Background: an optimization exercise with open tools, aiming at a short achievable clock period and few clock cycles. Do not read the settings as production practice. In this exercise RTL edits were held to simulation tests only and were not proved equivalent to the original. Power is estimated from default activity; no workload was simulated.

Design ad57xx_ctrl, start of the top module:
module ad57xx_ctrl (
    input  wire        clk,
    input  wire        rst,            
    input  wire        cfg_dual,       
    input  wire        cfg_readback,   
    input  wire        req_valid,
    output wire        req_ready,
    input  wire [3:0]  req_op,
    input  wire [1:0]  req_kind,
    input  wire [2:0]  req_sel,
    input  wire [2:0]  req_tag,
    input  wire [15:0] req_val,
    input  wire [2:0]  req_ch,
    input  wire        req_on,
    input  wire [15:0] req_value,
    input  wire [3:0]  req_cfg,
    input  wire [2:0]  req_range,
    input  wire [15:0] req_raw,
    output reg         rsp_valid,
    output reg  [1:0]  rsp_result,
    output reg  [2:0]  rsp_tag,
    output reg  [23:0] rsp_data,
    output reg  [7:0]  rsp_terr,
    output wire        tx_valid,
    output wire        tx_xfer,
    output wire [23:0] tx_frame,
    input  wire        tx_done,
    input  wire        tx_err,
    input  wire [7:0]  tx_ecode,
    input  wire [23:0] tx_rx
);
Size: ~180 I/O pins.
export LEC_CHECK = 0
export ABC_CLOCK_PERIOD_IN_PS = 1500
export CAP_MARGIN = 20
export CORE_MARGIN = 2
export CORE_UTILIZATION = 55
export PLACE_DENSITY = 0.72
export SETUP_SLACK_MARGIN = 4.0
export SLEW_MARGIN = 20
create_clock -name core_clock -period 6.0 [get_ports {clk}]
standard.sh (not shown) runs the stock make flow with config.mk's settings and CLKGATE_MAP_FILE= SYNTH_SCRIPT=/design/flow/synth_recipe.tcl, a recipe that flattens the netlist after the stock synthesis.
==> flow/flow/run.sh <==
#!/bin/bash
# Layout flow: the standard layout (standard.sh: ORFS synthesis through
# finish, unchanged scripts and settings), with one difference: the slow
# stacked-PMOS cells (3- and 4-input OR/NOR, and the AOI/OAI cells with three
# or four inputs in series) are added
# to the platform's don't-use list, so that neither ABC nor the resizer
# places them on the request-decode paths.  Registers are untouched: the
# don't-use list only names combinational cells.
set -euo pipefail
here=$(cd "$(dirname "${BASH_SOURCE[0]}")" && pwd)
du="$(tr '\n' ' ' < "$here/dont_use_platform.txt") $(tr '\n' ' ' < "$here/dont_use_slow.txt")"
bash standard.sh "DONT_USE_CELLS=$du" finish > standard_flow.log 2>&1
test -f out/final.def
==> flow/flow/dont_use_slow.txt <==
sky130_fd_sc_hd__or4_1
sky130_fd_sc_hd__or4_2
sky130_fd_sc_hd__or4_4
sky130_fd_sc_hd__or4b_1
sky130_fd_sc_hd__or4b_2
sky130_fd_sc_hd__or4b_4
sky130_fd_sc_hd__or4bb_1
sky130_fd_sc_hd__or4bb_2
sky130_fd_sc_hd__or4bb_4
sky130_fd_sc_hd__nor4_1
sky130_fd_sc_hd__nor4_2
sky130_fd_sc_hd__nor4_4
sky130_fd_sc_hd__nor4b_1
sky130_fd_sc_hd__nor4b_2
sky130_fd_sc_hd__nor4b_4
sky130_fd_sc_hd__nor4bb_1
sky130_fd_sc_hd__nor4bb_2
sky130_fd_sc_hd__nor4bb_4
sky130_fd_sc_hd__a2111o_1
sky130_fd_sc_hd__a2111o_2
sky130_fd_sc_hd__a2111o_4
sky130_fd_sc_hd__a2111oi_0
sky130_fd_sc_hd__a2111oi_1
sky130_fd_sc_hd__a2111oi_2
sky130_fd_sc_hd__a2111oi_4
sky130_fd_sc_hd__o2111a_1
sky130_fd_sc_hd__o2111a_2
sky130_fd_sc_hd__o2111a_4
sky130_fd_sc_hd__o2111ai_1
sky130_fd_sc_hd__o2111ai_2
sky130_fd_sc_hd__o2111ai_4
sky130_fd_sc_hd__or3_1
sky130_fd_sc_hd__or3_2
sky130_fd_sc_hd__or3_4
sky130_fd_sc_hd__or3b_1
sky130_fd_sc_hd__or3b_2
sky130_fd_sc_hd__or3b_4
sky130_fd_sc_hd__nor3_1
sky130_fd_sc_hd__nor3_2
sky130_fd_sc_hd__nor3_4
sky130_fd_sc_hd__nor3b_1
sky130_fd_sc_hd__nor3b_2
sky130_fd_sc_hd__nor3b_4
sky130_fd_sc_hd__o41a_1
sky130_fd_sc_hd__o41a_2
sky130_fd_sc_hd__o41a_4
sky130_fd_sc_hd__o41ai_1
sky130_fd_sc_hd__o41ai_2
sky130_fd_sc_hd__o41ai_4
sky130_fd_sc_hd__o311a_1
sky130_fd_sc_hd__o311a_2
sky130_fd_sc_hd__o311a_4
sky130_fd_sc_hd__o311ai_0
sky130_fd_sc_hd__o311ai_1
sky130_fd_sc_hd__o311ai_2
sky130_fd_sc_hd__o311ai_4
sky130_fd_sc_hd__o31a_1
sky130_fd_sc_hd__o31a_2
sky130_fd_sc_hd__o31a_4
sky130_fd_sc_hd__o31ai_1
sky130_fd_sc_hd__o31ai_2
sky130_fd_sc_hd__o31ai_4
sky130_fd_sc_hd__o32a_1
sky130_fd_sc_hd__o32a_2
sky130_fd_sc_hd__o32a_4
sky130_fd_sc_hd__o32ai_1
sky130_fd_sc_hd__o32ai_2
sky130_fd_sc_hd__o32ai_4
Other scripts of this flow, unchanged in this note and not shown: flow/flow/dont_use_platform.txt
Testbench counts at the start, summed over its fixed seeds: cycles 64,223.
Next try:
--- a/flow/flow/run.sh
+++ b/flow/flow/run.sh
@@ -3,7 +3,7 @@
 # finish, unchanged scripts and settings), with one difference: the slow
 # stacked-PMOS cells (3- and 4-input OR/NOR, and the AOI/OAI cells with three
-# or four inputs in series) are added
-# to the platform's don't-use list, so that neither ABC nor the resizer
-# places them on the request-decode paths.  Registers are untouched: the
+# or four inputs in series) and the delay cells are added to the platform's
+# don't-use list, so that neither ABC nor the resizer places them on the
+# request-decode paths.  Registers are untouched: the
 # don't-use list only names combinational cells.
 set -euo pipefail
--- a/flow/flow/dont_use_slow.txt
+++ b/flow/flow/dont_use_slow.txt
@@ -67,2 +67,22 @@
 sky130_fd_sc_hd__o32ai_2
 sky130_fd_sc_hd__o32ai_4
+sky130_fd_sc_hd__a311o_1
+sky130_fd_sc_hd__a311o_2
+sky130_fd_sc_hd__a311o_4
+sky130_fd_sc_hd__a311oi_1
+sky130_fd_sc_hd__a311oi_2
+sky130_fd_sc_hd__a311oi_4
+sky130_fd_sc_hd__clkdlybuf4s15_1
+sky130_fd_sc_hd__clkdlybuf4s15_2
+sky130_fd_sc_hd__clkdlybuf4s18_1
+sky130_fd_sc_hd__clkdlybuf4s18_2
+sky130_fd_sc_hd__clkdlybuf4s25_1
+sky130_fd_sc_hd__clkdlybuf4s25_2
+sky130_fd_sc_hd__clkdlybuf4s50_1
+sky130_fd_sc_hd__clkdlybuf4s50_2
+sky130_fd_sc_hd__dlygate4sd1_1
+sky130_fd_sc_hd__dlygate4sd2_1
+sky130_fd_sc_hd__dlygate4sd3_1
+sky130_fd_sc_hd__dlymetal6s2s_1
+sky130_fd_sc_hd__dlymetal6s4s_1
+sky130_fd_sc_hd__dlymetal6s6s_1
CORE_UTILIZATION = 40   (was 55)
PLACE_DENSITY = 0.6   (was 0.72)
After rerunning: Final cell count climbs by 5.4%. Hold slack got worse by 6.0 ps. Combinational power is lower by 10%. Sequential share of layout area rises by 2.1 points. Clock skew stays flat. Non-clock buffer count fell by 5. Cell area falls by 5.7%.
Next try:
--- a/flow/flow/run.sh
+++ b/flow/flow/run.sh
@@ -3,7 +3,7 @@
 # finish, unchanged scripts and settings), with one difference: the slow
 # stacked-PMOS cells (3- and 4-input OR/NOR, and the AOI/OAI cells with three
-# or four inputs in series) and the delay cells are added to the platform's
-# don't-use list, so that neither ABC nor the resizer places them on the
-# request-decode paths.  Registers are untouched: the
+# or four inputs in series) are added
+# to the platform's don't-use list, so that neither ABC nor the resizer
+# places them on the request-decode paths.  Registers are untouched: the
 # don't-use list only names combinational cells.
 set -euo pipefail
--- a/flow/flow/dont_use_slow.txt
+++ b/flow/flow/dont_use_slow.txt
@@ -67,22 +67,2 @@
 sky130_fd_sc_hd__o32ai_2
 sky130_fd_sc_hd__o32ai_4
-sky130_fd_sc_hd__a311o_1
-sky130_fd_sc_hd__a311o_2
-sky130_fd_sc_hd__a311o_4
-sky130_fd_sc_hd__a311oi_1
-sky130_fd_sc_hd__a311oi_2
-sky130_fd_sc_hd__a311oi_4
-sky130_fd_sc_hd__clkdlybuf4s15_1
-sky130_fd_sc_hd__clkdlybuf4s15_2
-sky130_fd_sc_hd__clkdlybuf4s18_1
-sky130_fd_sc_hd__clkdlybuf4s18_2
-sky130_fd_sc_hd__clkdlybuf4s25_1
-sky130_fd_sc_hd__clkdlybuf4s25_2
-sky130_fd_sc_hd__clkdlybuf4s50_1
-sky130_fd_sc_hd__clkdlybuf4s50_2
-sky130_fd_sc_hd__dlygate4sd1_1
-sky130_fd_sc_hd__dlygate4sd2_1
-sky130_fd_sc_hd__dlygate4sd3_1
-sky130_fd_sc_hd__dlymetal6s2s_1
-sky130_fd_sc_hd__dlymetal6s4s_1
-sky130_fd_sc_hd__dlymetal6s6s_1
Clock power falls by roughly a tenth.
Sequential power stays flat.
Synthesized cell count rises slightly.
Final area went up by a few percent.

[static timing again, ports no longer ideal]
The flow's constraints put no driver on any port. The routed layouts listed below were extracted and timed again, unchanged, in two steps.
Step 1 sets driving cells, clkbuf_16 on the clock port and buf_2 on the other inputs (assumed; they add their load-dependent delay and slew).
Step 2 moves the port delays by t, midway between the first and last clock arrival at a register: inputs arrive t later, outputs are due t later. That takes back most of the time a late clock gives input paths.
Three values: ideal, step 1, step 2; two values: the first two.
run | shift t [ns] | setup slack, ns | worst setup path at the end | worst slew at a driven data input, ns
the first run | 0.485 | 3.874 / 3.827 / 3.342 | input to register | 0.21
the second run | 0.466 | 3.882 / 3.838 / 3.412 | input to register | 0.08
the third run | 0.473 | 3.891 / 3.826 / 3.353 | input to register | 0.19
After both steps setup and hold are still met in every run listed. For the third run, which loses most, drivers alone change the setup slack by -0.065 ns; drivers and shift together by -0.538 ns.
